From an optimization exercise on the open Yosys and OpenROAD flow, aimed at small area, a short achievable clock period and few clock cycles; shortcuts taken in it are not production practice. No run shown here included a check of the RTL's function; only the layout flow was run. No activity file was given, so power comes from the tool's default toggle rates.

### flow/run.sh
#!/bin/bash
# The standard layout (the standard.sh: ORFS synthesis through finish),
# with one change: the port buffers that global placement inserts on every
# input and output are sky130_fd_sc_hd__buf_1 instead of the cell buffer_ports
# picks by default (clkdlybuf4s50_1, a delay cell); timing repair resizes
# them as needed.
set -euo pipefail
cd "$(dirname "$0")/.."
export BUFFER_PORTS_ARGS="-buffer_cell sky130_fd_sc_hd__buf_1"
bash standard.sh > standard_make.log 2>&1
### standard.sh
#!/bin/bash
# synth_recipe.tcl (not shown) runs the flow's synth.tcl, then flattens the netlist and writes it again
# the make line also repeats each setting of config.mk as NAME=value (left out here)
make -C /OpenROAD-flow-scripts/flow DESIGN_CONFIG=/design/flow/config.mk WORK_HOME=/design/flow/orfs CLKGATE_MAP_FILE= SYNTH_SCRIPT=/design/flow/synth_recipe.tcl "${@:-finish}"
### config.mk
export PLATFORM = sky130hd
export DESIGN_NAME = gf_decomp_mul
export DESIGN_NICKNAME = gf_decomp_mul
export VERILOG_FILES = /design/flow/design.v
export SDC_FILE = /design/flow/constraint.sdc
export NUM_CORES = 4
export LEC_CHECK = 0
export CAP_MARGIN = 20
export CORE_MARGIN = 2
export CORE_UTILIZATION = 60
export PLACE_DENSITY = 0.75
export SETUP_SLACK_MARGIN = 3.6
export SLEW_MARGIN = 20
export SYNTH_MEMORY_MAX_BITS = 65536
### constraint.sdc
create_clock -name core_clock -period 8.0 [get_ports {clk}]
set_input_delay 1.6000 -clock core_clock [delete_from_list [all_inputs] [get_ports {clk}]]
set_output_delay 1.6000 -clock core_clock [all_outputs]
set_load 0.01 [all_outputs]
### design.v
module gf_decomp_mul (
    input  wire        clk,
    input  wire        rst,
    input  wire        cmd_valid,
    output wire        cmd_ready,
    input  wire [7:0]  cmd_op,
    input  wire [1:0]  cmd_ksel,
    input  wire [63:0] cmd_a,
    input  wire [63:0] cmd_b,
    output wire        rsp_valid,
    input  wire        rsp_ready,
    output wire [3:0]  rsp_cc,
    output wire [63:0] rsp_result
);
    localparam OP_CFG   = 8'h04;
    localparam OP_NBM   = 8'h30;
    localparam OP_BLDRT = 8'h31;
    localparam OP_RTRD  = 8'h32;
    localparam OP_MSL8  = 8'h33;
    localparam OP_MODRB = 8'h34;
    localparam OP_MULD  = 8'h35;
    localparam CC_OK      = 3'd0;
    localparam CC_ILLEGAL = 3'd1;
    localparam CC_NOCFG   = 3'd2;
    localparam CC_WIDTH   = 3'd3;
    localparam CC_OPERAND = 3'd4;
    localparam CC_TABLE   = 3'd5;
    reg        cfg_valid;
    reg        k16;           
    reg [15:0] poly;
    reg [15:0] mu;            
    reg        rt_valid;
    reg        rsp_v;
    reg [2:0]  cc_q;
    localparam QS = 7;      
    reg [31:0] x_q;           
    reg [QS-1:0] p_q;         
    assign rsp_valid = rsp_v;
    assign rsp_cc    = {1'b0, cc_q};
    assign cmd_ready = !rsp_v || rsp_ready;
    wire fire = cmd_valid && cmd_ready;
    wire is_cfg   = (cmd_op == OP_CFG);
    wire is_nbm   = (cmd_op == OP_NBM);
    wire is_bldrt = (cmd_op == OP_BLDRT);
    wire is_rtrd  = (cmd_op == OP_RTRD);
    wire is_msl8  = (cmd_op == OP_MSL8);
    wire is_modrb = (cmd_op == OP_MODRB);
    wire is_muld  = (cmd_op == OP_MULD);
    wire is_field = is_bldrt | is_rtrd | is_msl8 | is_modrb | is_muld;
    wire a_hi32 = |cmd_a[63:32];
    wire a_hi16 = a_hi32 | (|cmd_a[31:16]);
    wire a_hi8  = a_hi16 | (|cmd_a[15:8]);
    wire a_hi4  = a_hi8  | (|cmd_a[7:4]);
    wire b_hi16 = |cmd_b[63:16];
    wire b_hi4  = b_hi16 | (|cmd_b[15:4]);
    reg cfg_bad;
    always @(*) begin
        case (cmd_ksel)
            2'd0: cfg_bad = a_hi4;
            2'd1: cfg_bad = a_hi8;
            2'd2: cfg_bad = a_hi16;
            default: cfg_bad = a_hi32;
        endcase
    end
    wire field_bad = (is_rtrd & a_hi8) | (is_msl8 & a_hi16) |
                     (is_modrb & a_hi32) | (is_muld & (a_hi16 | b_hi16));
    reg [2:0] cc;
    always @(*) begin
        if (is_cfg)
            cc = cfg_bad ? CC_OPERAND : CC_OK;
        else if (is_nbm)
            cc = (a_hi8 | b_hi4) ? CC_OPERAND : CC_OK;
        else if (is_field) begin
            if (!cfg_valid)
                cc = CC_NOCFG;
            else if (!k16)
                cc = CC_WIDTH;
            else if (field_bad)
                cc = CC_OPERAND;
            else if (!is_bldrt && !rt_valid)
                cc = CC_TABLE;
            else
                cc = CC_OK;
        end else
            cc = CC_ILLEGAL;
    end
    wire ok = (cc == CC_OK);
    wire st_ok  = cfg_valid && k16 && rt_valid;
    wire ok_res = (is_nbm && !a_hi8 && !b_hi4) ||
                  (st_ok && ((is_rtrd && !a_hi8) || (is_msl8 && !a_hi16) ||
                             (is_modrb && !a_hi32) ||
                             (is_muld && !a_hi16 && !b_hi16)));
    wire cfg_ok   = is_cfg && !cfg_bad;
    wire bldrt_ok = is_bldrt && cfg_valid && k16;
    function [15:0] mu_of_poly;
        input [15:0] p;
        begin
            mu_of_poly[15] = p[15];
            mu_of_poly[14] = p[14] ^ p[15];
            mu_of_poly[13] = p[13] ^ p[15];
            mu_of_poly[12] = p[12] ^ p[14] ^ p[15] ^ (p[14] & p[15]);
            mu_of_poly[11] = p[11] ^ p[15] ^ (p[13] & p[15]) ^ (p[14] & p[15]);
            mu_of_poly[10] = p[10] ^ p[13] ^ p[14] ^ p[15] ^ (p[12] & p[15]) ^ (p[14] & p[15]);
            mu_of_poly[9] = p[9] ^ p[15] ^ (p[11] & p[15]) ^ (p[13] & p[14]);
            mu_of_poly[8] = p[8] ^ p[12] ^ p[14] ^ p[15] ^ (p[10] & p[15]) ^ (p[12] & p[14]) ^ (p[12] & p[15]) ^ (p[13] & p[14]);
            mu_of_poly[7] = p[7] ^ p[13] ^ p[15] ^ (p[9] & p[15]) ^ (p[11] & p[14]) ^ (p[11] & p[15]) ^ (p[12] & p[15]) ^ (p[13] & p[15]);
            mu_of_poly[6] = p[6] ^ p[11] ^ p[14] ^ p[15] ^ (p[8] & p[15]) ^ (p[10] & p[14]) ^ (p[10] & p[15]) ^ (p[12] & p[13]) ^ (p[12] & p[14]) ^ (p[12] & p[15]) ^ (p[13] & p[15]) ^ (p[14] & p[15]);
            mu_of_poly[5] = p[5] ^ p[15] ^ (p[7] & p[15]) ^ (p[9] & p[14]) ^ (p[9] & p[15]) ^ (p[11] & p[13]) ^ (p[12] & p[13]) ^ (p[13] & p[14]) ^ (p[14] & p[15]) ^ (p[13] & p[14] & p[15]);
            mu_of_poly[4] = p[4] ^ p[10] ^ p[12] ^ p[13] ^ p[14] ^ p[15] ^ (p[6] & p[15]) ^ (p[8] & p[14]) ^ (p[8] & p[15]) ^ (p[10] & p[13]) ^ (p[10] & p[15]) ^ (p[11] & p[14]) ^ (p[12] & p[14]) ^ (p[14] & p[15]) ^ (p[12] & p[14] & p[15]) ^ (p[13] & p[14] & p[15]);
            mu_of_poly[3] = p[3] ^ p[15] ^ (p[5] & p[15]) ^ (p[7] & p[14]) ^ (p[7] & p[15]) ^ (p[9] & p[13]) ^ (p[9] & p[15]) ^ (p[10] & p[15]) ^ (p[11] & p[12]) ^ (p[11] & p[13]) ^ (p[11] & p[14]) ^ (p[11] & p[15]) ^ (p[12] & p[15]) ^ (p[13] & p[15]) ^ (p[11] & p[14] & p[15]) ^ (p[13] & p[14] & p[15]);
            mu_of_poly[2] = p[2] ^ p[9] ^ p[14] ^ p[15] ^ (p[4] & p[15]) ^ (p[6] & p[14]) ^ (p[6] & p[15]) ^ (p[8] & p[13]) ^ (p[8] & p[15]) ^ (p[10] & p[12]) ^ (p[10] & p[15]) ^ (p[11] & p[12]) ^ (p[11] & p[15]) ^ (p[12] & p[15]) ^ (p[10] & p[14] & p[15]) ^ (p[12] & p[13] & p[15]);
            mu_of_poly[1] = p[1] ^ p[11] ^ p[13] ^ p[15] ^ (p[3] & p[15]) ^ (p[5] & p[14]) ^ (p[5] & p[15]) ^ (p[7] & p[13]) ^ (p[7] & p[15]) ^ (p[9] & p[12]) ^ (p[9] & p[14]) ^ (p[10] & p[13]) ^ (p[13] & p[14]) ^ (p[13] & p[15]) ^ (p[9] & p[14] & p[15]) ^ (p[11] & p[13] & p[15]) ^ (p[11] & p[14] & p[15]) ^ (p[12] & p[13] & p[15]);
            mu_of_poly[0] = p[0] ^ p[8] ^ p[12] ^ p[14] ^ p[15] ^ (p[2] & p[15]) ^ (p[4] & p[14]) ^ (p[4] & p[15]) ^ (p[6] & p[13]) ^ (p[6] & p[15]) ^ (p[8] & p[12]) ^ (p[8] & p[14]) ^ (p[8] & p[15]) ^ (p[9] & p[14]) ^ (p[10] & p[11]) ^ (p[10] & p[12]) ^ (p[12] & p[13]) ^ (p[12] & p[15]) ^ (p[14] & p[15]) ^ (p[8] & p[14] & p[15]) ^ (p[10] & p[13] & p[15]) ^ (p[10] & p[14] & p[15]) ^ (p[11] & p[14] & p[15]) ^ (p[12] & p[14] & p[15]);
        end
    endfunction
    wire [15:0] A = cmd_a[15:0];
    wire [15:0] B = cmd_b[15:0];
    reg [30:0] prod;
    integer i, j, m;
    always @(*) begin
        prod = 31'd0;
        for (i = 0; i < 16; i = i + 1)
            if (B[i]) prod = prod ^ ({15'd0, A} << i);
    end
    wire sel_mul   = !cmd_op[1] && (!cmd_op[2] || cmd_op[0]);
    wire sel_modrb = cmd_op[2] && !cmd_op[0];
    wire sel_msl8  = cmd_op[1] && cmd_op[0];
    wire sel_rtrd  = cmd_op[1] && !cmd_op[0];
    wire [31:0] X = ({32{sel_mul}}   & {1'b0, prod})
                  | ({32{sel_modrb}} & cmd_a[31:0])
                  | ({32{sel_msl8}}  & {8'd0, cmd_a[15:0], 8'd0})
                  | ({32{sel_rtrd}}  & {cmd_a[15:0], 16'd0});
    wire [15:0]    Xh = X[31:16];
    reg  [15-QS:0] q_hi;
    reg  [QS-1:0]  p_lo;
    always @(*) begin
        for (j = QS; j < 16; j = j + 1) begin
            q_hi[j-QS] = Xh[j];
            for (m = j + 1; m < 16; m = m + 1)
                q_hi[j-QS] = q_hi[j-QS] ^ (Xh[m] & mu[j+16-m]);
        end
        for (j = 0; j < QS; j = j + 1) begin
            p_lo[j] = 1'b0;
            for (m = QS; m < 16; m = m + 1)
                p_lo[j] = p_lo[j] ^ (Xh[m] & mu[j+16-m]);
        end
    end
    wire [15:0]    xl = x_q[15:0];
    wire [QS-1:0]  hl = x_q[16+QS-1:16];
    wire [15-QS:0] qh = x_q[31:16+QS];
    reg  [QS-1:0]  ql;
    always @(*) begin
        for (j = 0; j < QS; j = j + 1) begin
            ql[j] = hl[j] ^ p_q[j];
            for (m = j + 1; m < QS; m = m + 1)
                ql[j] = ql[j] ^ (hl[m] & mu[j+16-m]);
        end
    end
    wire [15:0] q = {qh, ql};
    reg  [30:0] qp;
    always @(*) begin
        qp = 31'd0;
        for (j = 0; j < 16; j = j + 1)
            if (poly[j]) qp = qp ^ ({15'd0, q} << j);
    end
    assign rsp_result = {48'd0, xl ^ qp[15:0]};
    always @(posedge clk) begin
        if (rst) begin
            rsp_v     <= 1'b0;
            cfg_valid <= 1'b0;
            k16       <= 1'b0;
            poly      <= 16'd0;
            rt_valid  <= 1'b0;
        end else begin
            if (rsp_v && rsp_ready)
                rsp_v <= 1'b0;
            if (fire) begin
                rsp_v <= 1'b1;
                if (cfg_ok) begin
                    cfg_valid <= 1'b1;
                    k16       <= (cmd_ksel == 2'd2);
                    poly      <= cmd_a[15:0];
                    rt_valid  <= 1'b0;
                end
                if (bldrt_ok)
                    rt_valid <= 1'b1;
            end
        end
    end
    always @(posedge clk)
        mu <= mu_of_poly(poly);
    always @(posedge clk) begin
        if (cmd_ready) begin
            cc_q <= cc;
            x_q  <= {q_hi, X[16+QS-1:0]} & {32{ok_res}};
            p_q  <= p_lo & {QS{ok_res}};
        end
    end
endmodule
==> impl_metrics.tcl, run 1 <==
set metrics [dict create \
    path_cells "xor2_1 > xnor2_1 > xnor2_4 > nand2_1 > xor2_1 > xnor2_1 > xnor2_1 > xnor2_1 > buf_1" \
    clk_pin_slew_ns 0.06 \
    layout_common_cells "nand2_1, xnor2_1, buf_1" \
    pre_cts_ws_ns 3.210 \
    worst_ep_required_time_ns 6.40 \
    grt_pass1_wl_mm 52.18 \
    hold_start "cfg_valid$_SDFFE_PP0P_" \
    drive_above_1_share_pct 3.893 \
    grt_pass1_vias 9972 \
    ys_ff_latch 77 \
    clkLatencyLatePin_ns 0.34 \
    final-max-slew-violation-count 0 \
    finish.utilization_pct 64.77 \
    hold_viol_final 0 \
    synth_ff_type "edfxtp_1" \
    synth_cells 1657 \
    setup_ws_ns 3.686 \
    reg2reg_slack_ns 5.54 \
    syn2layout_area_growth_pct 6.198 \
    p_leak_nw 4.361 \
    place_congestion 0.9093 \
    setup_viol 0 \
    worstReg2RegEnd "mu[2]$_DFF_P_" \
    fmax_ghz 0.2318 \
    portBuffers 162 \
    whs_ns 0.5302 \
    grt-ovfl-total 0 \
    maxSlewHeadroom_pct 23.74 \
    antenna_cells 0 \
    via_count 10984 \
    path_common_cell "xnor2_1" \
    die_area_mm2 0.02093 \
    drc 0 \
    grt_max_degree 45 \
    numCtsBuffers 9 \
    critical_path_class "register to output port" \
    grtUsageTotal_pct 31.56 \
    async_flop_share_pct 0 \
    initial_core_util_pct 60.99 \
    routed_wl_mm 33.48 \
    worstMarginPinSlew_ns 1.144 \
    post_cts_buffers 0 \
    dp_hpwl_mm 22.82 \
    ant_nets 0 \
    cp_slowest_cell "edfxtp_1" \
    critical-path-max-stage-delay_ns 0.48 \
    holdPathEnd "cfg_valid$_SDFFE_PP0P_" \
    htreeDepth 3 \
    detail_route.wl_per_cell_um 16.86 \
    synth_area_mm2 0.01187 \
    nets 1867 \
    status "complete, no violations" \
    worstPathMaxFanout 12 \
    yosysUniqueCellTypes 66 \
    clock_path_buffers 2 \
    skew_ns 0.009248 \
    worstRegToRegCells 7 \
    p_per_area_mw_per_mm2 109.5 \
    die_h_um 144.7 \
    synth_edf_count 42 \
    startpoint_type "register" \
    grt_antenna_before_repair 0 \
    rsz0062_at_grt "yes" \
    cts.sinks 77 \
    yosysSeqAreaShare_pct 16.53 \
    die_w_um 144.7 \
    hold_buffers 0 \
    fp-row-count 51 \
    hold_class "register to register" \
    cp.arrival_ns 2.71 \
    drtIter0Drc 972 \
    regToRegStartpoint "poly[13]$_SDFFE_PP0P_" \
    final_common_cell "nand2_1" \
    io_pins 212 \
    layout.cells.non_filler 1986 \
    ir_drop_mv 0.07191 \
    placedCellCount 1970 \
    hold_depth 2 \
    max_cap_violations 0 \
    syn_area_per_cell_um2 7.164 \
    cts_tree "done" \
    coreArea_mm2 0.01946 \
    post-route-min-period_ns 4.314 \
    setup-tns-final_ns 0 \
    viasPerCell 5.531 \
    clockRootBuffer "clkbuf_16" \
    synth_warnings 1 \
    drt_first_pass_iters 7 \
    fin_crit_sh_pct 53.93 \
    cp-end-kind "output port" \
]
## synthesized netlist by cell type, types with 5 or more instances
library cell  number  share of area (%)
nand2_1          552                 17
xnor2_1          379                 28
xor2_1           111                8.2
clkbuf_1          84                2.7
nor2_1            73                2.3
buf_4             55                3.5
edfxtp_1          42                 11
a21oi_1           40                1.7
buf_2             35                1.5
dfxtp_1           35                5.9
nor4_1            31                1.6
xnor3_1           22                4.2
o21ai_0           21               0.89
a22oi_1           19                1.2
mux2i_1           18                1.5
buf_1             13               0.41
inv_1             12               0.38
nor3_1            11               0.46
ha_1               9               0.95
a31oi_1            7               0.37
nor3b_1            7               0.44
a221oi_1           6               0.44
nand4_1            5               0.26
## layout make-up
cell class | instances | area, um2
fill | 1766 | 6857
timing repair buffer | 191 | 827.0
clock buffer | 14 | 286.5
clock inverter | 2 | 16.27
inverter | 12 | 45.04
sequential | 77 | 1969
multi-input combinational | 1425 | 9130
tap | 265 | 331.6
## stage by stage
stage / power (W) / area [um2]
floorplan: 0.0008603 / 12050
global placement: 0.0009594 / 12230
detailed placement: 0.0009660 / 12230
CTS: 0.001373 / 12590
global route: 0.001438 / 12610
finish: 0.001380 / 12610
## worst max-delay path: cells and delay by family (launching register included)
kind / cells / cell delay (ns)
xor+xnor: 7 / 1.58
flops: 1 / 0.48
buf+inv: 1 / 0.18
simple gates: 1 / 0.13
## cells by family (layout without fill, tap and decap cells)
kind of cell               count (synthesis)  after routing  share of synthesized area (%)
buffers and inverters                    203            219                          8.728
AOI/OAI and AO/OA                        129            129                          7.336
muxes                                     19             19                          1.613
DFF                                       77             77                          16.53
other                                      1             49                        0.03159
adders and majority gates                  9              9                         0.9487
and+or+nand+nor                          705            705                          24.15
xor gates and xnor gates                 514            514                          40.67
## worst max path at each step
stage,startpoint,endpoint,slack [ns]
floorplan,rsp_ready,cmd_ready,3.65
global placement,cmd_op[0],p_q[1]$_DFFE_PN_,3.39
detailed placement,cmd_a[14],p_q[1]$_DFFE_PN_,3.21
CTS,x_q[22]$_DFFE_PN_,rsp_result[7],3.60
global route,x_q[20]$_DFFE_PN_,rsp_result[8],3.52
finish,x_q[20]$_DFFE_PN_,rsp_result[8],3.69
## timing repair
| action | 4_1_cts | 5_1_grt |
|---|---|---|
| setup endpoints to repair | 15 | 23 |
| hold endpoints to repair | 0 | 0 |
| gates resized for setup | 9 | 7 |
| pin swaps | 0 | 0 |
## power breakdown
part,total [W],internal (W),switching [W]
Sequential,0.000434,0.000425,0.00000884
Clock,0.000408,0.000249,0.000159
Combinational,0.000539,0.000224,0.000315
Total,0.00138,0.000898,0.000483
## metal layers
| layer | vias to the layer above | GRT usage (%) | part of all wire [%] |
|---|---|---|---|
| met3 | 83 | 2.994 | 8.3 |
| met2 | 525 | 52.66 | 47 |
| met4 | 0 | 11.39 | 3.1 |
| met1 | 5101 | 42.71 | 41 |
| met5 | - | 0 | 0 |
| li1 | 5275 | - | - |
## flip-flops by register name, summed over array words and instances, names as in the netlist
signal     count
p_q            7
rt_valid       1
cfg_valid      1
poly          16
cc_q           3
rsp_v          1
x_q           32
mu            15
k16            1
==> run 2: changes to the inputs <==
--- a/design.v
+++ b/design.v
@@ -34,3 +34,3 @@
     reg [2:0]  cc_q;
-    localparam QS = 7;      
+    localparam QS = 9;      
     reg [31:0] x_q;           
==> run 2 against run 1 <==
Register-to-register slack lost 0.02 ns. Fmax increased by 0.47%. Via count up 0.90%. Largest cell class unchanged. Largest power group unchanged. Die area fell by 0.75%. Critical endpoint unchanged. Critical path type unchanged. Critical path depth grew 2. Sequential power increased by 3%. Synthesized cell count rose by 0.72%. First-iteration DRC count is 6.6% higher.
==> impl_metrics.tcl, run 2 <==
set metrics [dict create \
    yosysUniqueCellTypes 55 \
    cp_slowest_cell "edfxtp_1" \
    synth.most_common_cell "nand2_1" \
    async_flop_share_pct 0 \
    grt_antenna_before_repair 0 \
    die_area_mm2 0.02077 \
    p_per_area_mw_per_mm2 112.9 \
    routed_wl_mm 32.67 \
    coreArea_mm2 0.01933 \
    ir_drop_mv 0.1390 \
    synth_area_mm2 0.01178 \
    critical-path-max-stage-delay_ns 0.54 \
    die_h_um 144.1 \
    finish.utilization_pct 66.28 \
    multi_input_area_mm2 0.009069 \
    layout.area.seq_mm2 0.002034 \
    grt_max_degree 49 \
    ant_nets 0 \
    io_pins 212 \
    clock_path_buffers 2 \
    clkLatencyLatePin_ns 0.35 \
    drt_first_pass_iters 7 \
    dp_hpwl_mm 22.37 \
    cts_tree "done" \
    fmax_ghz 0.2329 \
    skew_ns 0.008357 \
    top_regs "x_q x32, poly x16, mu x15" \
    rsz0062_at_grt "yes" \
    regMostFlops "x_q" \
    grtUsageTotal_pct 31.12 \
    worstPathMaxFanout 14 \
    ys_top_cells_by_area "xnor2_1, nand2_1, edfxtp_1, xor2_1, dfxtp_1" \
    critical_path_class "register to output port" \
    startpoint_type "register" \
    clockRootBuffer "clkbuf_16" \
    maxSlewHeadroom_pct 24.25 \
    grt_pass1_vias 10105 \
    worstMarginPinSlew_ns 1.136 \
    grt_pass1_wl_mm 51.63 \
    initial_core_util_pct 60.92 \
    largest_reg_flops 32 \
    cp-end-kind "output port" \
    yosysSeqAreaShare_pct 17.17 \
    ys_ff_latch 79 \
    numCtsBuffers 9 \
    layout_common_cells "nand2_1, xnor2_1, buf_1" \
    cts.sinks 79 \
    fin_crit_sh_pct 53.67 \
    p_leak_nw 4.298 \
    path_cells "buf_4 > nand2_1 > xnor2_1 > xnor2_1 > xnor2_1 > buf_4 > nand2_1 > xor2_1 > xnor2_1 > xnor2_1 > buf_1" \
    synth_top_area_share_pct 31.23 \
    synth_ff_type "edfxtp_1" \
    hold_buffers 0 \
    drtIter0Drc 1036 \
    path_common_cell "xnor2_1" \
    reg2reg_slack_ns 5.52 \
    yosysTopAreaCell "xnor2_1" \
    synth_commonest_cells "nand2_1, xnor2_1, xor2_1, clkbuf_1, nor2_1" \
    die_w_um 144.1 \
    fillers 1698 \
    setup-tns-final_ns 0 \
    nets 1899 \
    fp-row-count 51 \
    synth_warnings 1 \
    status "complete, no violations" \
    final-max-slew-violation-count 0 \
    critPathBufInv 3 \
    drc 0 \
    worst_ep_required_time_ns 6.40 \
    synth_edf_count 44 \
    detail_route.wl_per_cell_um 16.19 \
    antenna_cells 0 \
    viasPerCell 5.492 \
    hold_viol_final 0 \
    portBuffers 162 \
    clk_pin_slew_ns 0.07 \
    final_common_cell "nand2_1" \
    whs_ns 0.4925 \
    max_cap_violations 0 \
    drive_above_1_share_pct 5.476 \
    syn_area_per_cell_um2 7.057 \
    via_count 11083 \
    cpLargestDelayFamily "XOR/XNOR gates" \
    post-route-min-period_ns 4.294 \
    cp.arrival_ns 2.69 \
    synth_cells 1669 \
    syn2layout_area_growth_pct 8.795 \
    grt-ovfl-total 0 \
    htreeDepth 3 \
    setup_viol 0 \
    hold_class "register to register" \
    place_congestion 0.9056 \
]
-- run 2: stage by stage --
step | total power, W | std cells | cell area (um2) | setup slack [ns]
after CTS | 0.001436 | 2010 | 12670 | 3.605
final | 0.001447 | 2018 | 12810 | 3.706
after global placement | 0.0009615 | 1990 | 12240 | 3.423
after floorplan | 0.0008649 | 1717 | 11960 | 4.119
after global routing | 0.001505 | 2018 | 12810 | 3.555
after detailed placement | 0.0009673 | 1990 | 12240 | 3.341
-- run 2: cells by family after synthesis --
kind of cell | count (synthesis) | synth area share, %
flops | 79 | 17.17
mux | 5 | 0.4355
simple gates | 719 | 25.01
other cells | 1 | 0.03184
fa+ha+maj | 9 | 0.9560
xor+xnor | 532 | 41.02
compound gates | 126 | 7.000
buf+inv | 198 | 8.381
-- run 2: final cells by class --
type,instances,area share (%)
clock buffer,9,1.757
timing repair buffer,211,7.938
clock inverter,7,0.8690
inverter,7,0.2050
sequential,79,15.88
multi-input combinational,1440,70.77
tap,265,2.587
-- run 2: where the power goes --
group	switching, W	total [W]	internal (W)
combinational	0.000304	0.000533	0.000229
sequential	0.00000914	0.000446	0.000436
clock	0.000186	0.000468	0.000281
-- run 2: repair_timing --
| item | CTS | global route |
|---|---|---|
| cloned | 0 | 0 |
| pin swaps | 3 | 3 |
| resized for setup | 6 | 18 |
| buffers inserted | 4 | 7 |
| setup endpoints to repair | 16 | 17 |
-- run 2: per-layer routing --
layer | GRT usage, % | share of wire [%] | wire length (um) | vias up
met1 | 41.54 | 42 | 13800 | 5199
met4 | 12.49 | 3.4 | 1102 | 0
met5 | 0 | 0 | 0 | -
li1 | - | - | - | 5308
met3 | 3.411 | 7.5 | 2440 | 81
met2 | 51.58 | 47 | 15330 | 495
-- run 2: path summary, 6_finish.rpt --
check                        start                     to  cells past startpoint
max              x_q[24]$_DFFE_PN_          rsp_result[8]                     11
min          rt_valid$_SDFFE_PP0P_  rt_valid$_SDFFE_PP0P_                      2
max reg2reg  poly[11]$_SDFFE_PP0P_          mu[3]$_DFF_P_                      6
min reg2reg  rt_valid$_SDFFE_PP0P_  rt_valid$_SDFFE_PP0P_                      2
-- run 2: tightest hold or removal path: stages, from the launching register on --
cell and delay [ns]:
dfxtp_1 0.34, nand2_1 0.06, a21oi_1 0.05

[afterwards: timing with drivers on the ports]
In the flow no input, the clock included, has a driving cell. The finished layouts below were timed again as built, in two steps. Step 1, drivers: a clkbuf_16 drives clk and a buf_2 each remaining input, both assumed. Step 2 moves the port delays by t, midway between the first and last clock arrival at a register: inputs arrive t later, outputs are due t later. That takes back most of the time a late clock gives input paths. a / b / c = ideal ports / drivers / drivers and shift; a / b = the first two.
run | shift t [ns] | setup slack, ns | cell pins on the clock port's net
run 1 | 0.372 | 3.686 / 3.646 / 3.399 | 1
run 2 | 0.386 | 3.706 / 3.670 / 3.428 | 1
After both steps every run listed still meets setup and hold. The setup slack of run 1, which loses most, moves by -0.040 ns with the drivers and by -0.287 ns with both steps.
